Context: an optimization exercise on an open-source flow, tuned for small area. The choices shown serve that exercise and are no tape-out recipe. At most, simulation tests tie the RTL to the original design; equivalence was not proved. Power is estimated from default activity; no workload was simulated.

==> v20: inputs <==
// uc1609_framer
module uc1609_framer (
    input  wire        clk,
    input  wire        rst,           
    input  wire        req_valid,
    input  wire [31:0] req_word,
    output wire        req_ready,
    output wire        sts_valid,
    output wire [1:0]  sts_kind,      
    output wire [3:0]  sts_code,      
    output wire [3:0]  fault_code,
    output wire [31:0] fault_req,
    output wire        fm_re,
    output wire [16:0] fm_addr,
    input  wire [7:0]  fm_rdata,
    input  wire [16:0] fm_size,
    output reg         ev_valid,
    output reg  [2:0]  ev_type,
    output reg  [7:0]  ev_data,
    input  wire        ev_ready
);
    localparam [2:0] EV_TXN_BEGIN = 3'd0, EV_TXN_END = 3'd1,
                     EV_CS_ASSERT = 3'd2, EV_CS_DEASSERT = 3'd3,
                     EV_CD_COMMAND = 3'd4, EV_CD_DATA = 3'd5,
                     EV_BYTE = 3'd6, EV_RESET_PULSE = 3'd7;
    localparam [3:0] F_ILLEGAL_OP = 4'd1, F_RESERVED = 4'd2, F_VALUE_RANGE = 4'd3,
                     F_OVERLAP = 4'd4, F_ADDR_RANGE = 4'd5, F_NO_FONT = 4'd6,
  ...
clock: 12.0 ns
lec_check: 0
cap_margin: 20
core_margin: 2
core_utilization: 40
slew_margin: 20
run.sh (not shown) runs the stock make flow with config.mk's settings and CLKGATE_MAP_FILE= SYNTH_SCRIPT=/design/flow/synth_recipe.tcl, a recipe that flattens the netlist after the stock synthesis.
==> v27 (differences from v20) <==
--- a/flow/design.v
+++ b/flow/design.v
@@ -70,20 +70,74 @@
     wire [7:0] code = fa;
     wire cls_cr  = (code == 8'h0D);
     wire cls_lf  = (code == 8'h0A);
     wire cls_tab = (code == 8'h09);
     wire cls_bs  = (code == 8'h08);
     wire [15:0] ecol = is_putcat ? {8'h00, fb} : col_q;
     wire [2:0]  erow = is_putcat ? fc[2:0]     : row_q;
-    wire [3:0]  nl_row   = {1'b0, erow} + (scale2_q ? 4'd2 : 4'd1);
+    wire [3:0]  nl_row   = scale2_q ? {erow[2] & erow[1], erow[2] ^ erow[1], !erow[1], erow[0]} : inc3(erow);
     wire        nl_clear = nl_row[3];
     function lt192;
         input [15:0] v;
         lt192 = (v[15:8] == 8'd0) && !(v[7] && v[6]);
     endfunction
+    function [16:0] add17;
+        input [16:0] a;
+        input [16:0] b;
+        input        c;
+        integer k;
+        reg cy;
+        begin
+            cy = c;
+            for (k = 0; k < 17; k = k + 1) begin
+                add17[k] = a[k] ^ b[k] ^ cy;
+                cy = (a[k] & b[k]) | (a[k] & cy) | (b[k] & cy);
+            end
+        end
+    endfunction
+    function ge17;
+        input [16:0] a;
+        input [16:0] b;
+        integer k;
+        reg br;
+        begin
+            br = 1'b0;
+            for (k = 0; k < 17; k = k + 1)
+                br = (!a[k] & b[k]) | (!a[k] & br) | (b[k] & br);
+            ge17 = !br;
+        end
+    endfunction
+    function gt8;
+        input [7:0] a;
+        input [7:0] b;
+        integer k;
+        reg g;
+        begin
+            g = 1'b0;
+            for (k = 0; k < 8; k = k + 1)
+                g = (a[k] & !b[k]) | (a[k] & g) | (!b[k] & g);
+            gt8 = g;
+        end
+    endfunction
+    function [3:0] inc3;    
+        input [2:0] a;
+        inc3 = {a[2] & a[1] & a[0], a[2] ^ (a[1] & a[0]), a[1] ^ a[0], !a[0]};
+    endfunction
+    function [7:0] inc8;
+        input [7:0] a;
+        integer k;
+        reg cy;
+        begin
+            cy = 1'b1;
+            for (k = 0; k < 8; k = k + 1) begin
+                inc8[k] = a[k] ^ cy;
+                cy = a[k] & cy;
+            end
+        end
+    endfunction
     wire is_cmd = (op == OP_SENDCMD) || (op == OP_CONTRAST) || (op == OP_SCROLL) ||
                   (op == OP_ROTATE) || (op == OP_INVERT) || (op == OP_ALLON) ||
                   (op == OP_DISPEN) || (op == OP_SYSRST) || (op == OP_INIT) ||
                   (op == OP_PWRDN);
     reg [31:0] mask;
     always @(*) begin
         case (op)
@@ -94,27 +148,27 @@
             OP_PUTCAT:                                     mask = 32'hFF000000;
             default:                                       mask = 32'hFFFFFFFF;
         endcase
     end
     reg [3:0] dec_fault;
     always @(*) begin
         dec_fault = 4'd0;
-        if (op == 8'h00 || op > 8'h12)
+        if (op == 8'h00 || (|op[7:5]) || (op[4] && (op[3] || op[2] || (op[1] && op[0]))))
             dec_fault = F_ILLEGAL_OP;
         else if ((req_word & mask) != {op, 24'h000000})
             dec_fault = F_RESERVED;
         else begin
             case (op)
                 OP_SENDCMD:  if ((fa & fb) != 8'h00) dec_fault = F_OVERLAP;
-                OP_SETCUR:   if (fa >= 8'd192 || fb >= 8'd8) dec_fault = F_ADDR_RANGE;
-                OP_SCROLL:   if (fa >= 8'd64) dec_fault = F_VALUE_RANGE;
+                OP_SETCUR:   if ((fa[7] && fa[6]) || (|fb[7:3])) dec_fault = F_ADDR_RANGE;
+                OP_SCROLL:   if (|fa[7:6]) dec_fault = F_VALUE_RANGE;
                 OP_ROTATE:   if ((fa & 8'hF9) != 8'h00) dec_fault = F_VALUE_RANGE;
                 OP_INVERT, OP_ALLON, OP_DISPEN, OP_SETAA:
-                             if (fa > 8'd1) dec_fault = F_VALUE_RANGE;
-                OP_PUTCAT:   if (fb >= 8'd192 || fc >= 8'd8) dec_fault = F_ADDR_RANGE;
+                             if (|fa[7:1]) dec_fault = F_VALUE_RANGE;
+                OP_PUTCAT:   if ((fb[7] && fb[6]) || (|fc[7:3])) dec_fault = F_ADDR_RANGE;
                              else if (!font_valid_q) dec_fault = F_NO_FONT;
                 OP_PUTC:     if (!font_valid_q) dec_fault = F_NO_FONT;
                 default: ;
             endcase
         end
     end
     reg        ld_fb3, ld_ab, ld_ecol, ld_col;    
@@ -123,16 +177,16 @@
     wire [16:0] ain = ({17{keep}}   & acc) |
                       ({17{ld_fb3}} & fb3_q) |
                       ({17{ld_ab}}  & {1'b0, fa, fb}) |
                       ({17{ld_ecol}} & {1'b0, ecol}) |
                       ({17{ld_col}} & {1'b0, col_q});
     wire [7:0]  xv  = ({8{x_fw}} & fw_q) | (x_3 ? 8'd3 : 8'd0) | (x_4 ? 8'd4 : 8'd0);
     wire [16:0] bin = {{9{sub}}, xv ^ {8{sub}}};
-    wire [16:0] sum = ain + bin + {16'd0, cin};
-    wire        ge_size = (sum >= fm_size);
+    wire [16:0] sum = add17(ain, bin, cin);
+    wire        ge_size = ge17(sum, fm_size);
     reg         re;
     assign fm_re   = re;
     assign fm_addr = sum;
     reg [3:0] nlast;    
     always @(*) begin
         if (is_cmd)
             nlast = (op == OP_INIT) ? 4'd8 : (op == OP_CONTRAST) ? 4'd1 : 4'd0;
@@ -162,15 +216,16 @@
                     4'd6: cmd_byte = contrast_q;
                     4'd7: cmd_byte = 8'hAF;
                     default: cmd_byte = {5'b11000, orient_q, 1'b0};
                 endcase
             end
         endcase
     end
-    wire [2:0] page = row_q + {2'b00, half};
+    wire [3:0] row_inc = inc3(row_q);
+    wire [2:0] page = half ? row_inc[2:0] : row_q;
     reg  [7:0] cur_byte;
     always @(*) begin
         case (cnt[1:0])
             2'd0:    cur_byte = {4'h0, col_q[3:0]};
             2'd1:    cur_byte = {4'h1, col_q[7:4]};
             default: cur_byte = {5'b10110, page};
         endcase
@@ -335,26 +390,26 @@
                         fw_q         <= fm_rdata;
                         font_valid_q <= 1'b1;
                     end
                     state <= S_ACC;
                 end
                 S_H3: begin
                     acc <= sum;
-                    if (code > fm_rdata) begin
+                    if (gt8(code, fm_rdata)) begin
                         col_q <= ecol;
                         row_q <= erow;
                         state <= S_ACC;
                     end else begin
                         state <= S_H5;
                     end
                 end
                 S_H5: begin
                     acc <= sum;
                     cnt <= fm_rdata;
-                    if (code < fm_rdata) begin
+                    if (gt8(fm_rdata, code)) begin
                         col_q <= ecol;
                         row_q <= erow;
                         state <= S_ACC;
                     end else if (scale2_q && fw_q != 8'd5) begin
                         fault_q     <= F_GLYPH_WIDTH;
                         fault_req_q <= req_word;
                         state       <= S_ACC;
@@ -383,20 +438,20 @@
                             end else begin
                                 col_q <= ecol;
                                 row_q <= erow;
                             end
                         end
                     end else begin
                         acc <= sum;
-                        cnt <= cnt + 8'd1;
+                        cnt <= inc8(cnt);
                     end
                 end
                 S_ADV: begin
                     acc <= adv_val;
-                    cnt <= cnt + 8'd1;
+                    cnt <= inc8(cnt);
                     if (cnt[2:0] == adv_lim) begin
                         state <= S_ACC;
                         if (cls_tab) begin
                             if (sum[16]) begin
                                 fault_q     <= F_CURSOR_OVF;
                                 fault_req_q <= req_word;
                             end else begin
@@ -430,15 +485,15 @@
                     state <= (f_clear || f_repos || f_glyph) ? S_F0 : S_CSD;
                 end
                 S_F0: if (fire) state <= S_F1;
                 S_F1: if (fire) state <= S_F2;
                 S_F2: begin
                     if (fire) begin
                         if (cnt[3:0] != nlast) begin
-                            cnt   <= cnt + 8'd1;
+                            cnt   <= inc8(cnt);
                             state <= S_F0;
                         end else begin
                             cnt <= 8'd0;
                             if (is_cmd) begin
                                 state <= S_CSD;
                             end else if (f_clear) begin
                                 state <= S_CLRD;
@@ -451,18 +506,18 @@
                                 state <= scale2_q ? S_G2D : S_G1Z;
                             end
                         end
                     end
                 end
                 S_CLRD: begin
                     if (fire) begin
-                        cnt <= cnt + 8'd1;
+                        cnt <= inc8(cnt);
                         if (cnt == 8'd191) begin
                             cnt   <= 8'd0;
-                            row_q <= row_q + 3'd1;
+                            row_q <= row_inc[2:0];
                             if (row_q == 3'd7) begin
                                 f_clear <= 1'b0;
                                 state   <= S_SEL;
                             end else begin
                                 state   <= S_F0;
                             end
                         end
@@ -471,20 +526,20 @@
                 S_G1Z: if (fire) state <= S_G1E;
                 S_G1E: begin
                     acc <= sum;
                     if (g1_done) begin
                         f_glyph <= 1'b0;
                         state   <= S_SEL;
                     end else if (fire) begin
-                        cnt <= cnt + 8'd1;
+                        cnt <= inc8(cnt);
                     end
                 end
                 S_G2D: begin
                     if (fire) begin
-                        cnt <= cnt + 8'd1;
+                        cnt <= inc8(cnt);
                         if (g2_step) begin
                             prev <= fm_rdata;
                             acc  <= sum;
                         end
                         if (gx == 4'd11) begin
                             cnt <= 8'd0;
                             if (g2_bot) begin
==> comparison table <==
Peak ir drop on the vdd network: v27 0.0961 mV; v20 0.149 mV
Number of cells upsized or downsized after cts: v27 51; v20 0
Initial cell density of the core: v27 40.8%; v20 40.4%
Status: v27 failed layout checks; v20 no timing/DRC/antenna violations
Layout check failures: v27 negative setup slack; v20 -
Share of final layout cell area taken by non-clock buffers: v27 16.5%; v20 11.7%
Total negative setup slack: v27 -921 ps; v20 0 ps
P_leak: v27 0.00519 uW; v20 0.00504 uW
Final count of negative-setup-slack endpoints: v27 2; v20 0
Chip width: v27 170 microns; v20 174 microns
Largest net degree at the start of global routing: v27 59; v20 43
Floorplan die height: v27 170 microns; v20 174 microns
Clock skew after layout: v27 12.8 ps; v20 21.1 ps
DP HPWL: v27 36700 microns; v20 34700 microns
Remaining max-slew budget at the tightest pin: v27 35.1%; v20 30.3%
Proportion of cell area occupied by multi-input gates: v27 51.2%; v20 54.5%
Pre-CTS setup slack: v27 -1330 ps; v20 1410 ps
Initial detailed-routing violation count: v27 1495; v20 1748
Only the layout flow was run in v27; the RTL was not checked for function there.

-- afterwards: timing with drivers on the ports --
How much do the figures lean on ideal ports? The routed layouts below were timed once more, with nothing changed but the port constraints. Step 1, drivers: a clkbuf_16 drives clk and a buf_2 each remaining input, both assumed. Step 2 also shifts input and output timing later by t, the mid clock arrival at the registers, as if the neighbouring blocks saw the same clock. a / b / c = ideal ports / drivers / drivers and shift; a / b = the first two.
run	shift t [ns]	setup WS [ns]	pins driven straight from the clock port
v20	0.491	1.672 / 1.626 / 1.266	1
v27	0.479	-0.608 / -0.629 / -0.629	1
The setup slack of v20, which loses most, moves by -0.046 ns with the drivers and by -0.406 ns with both steps.
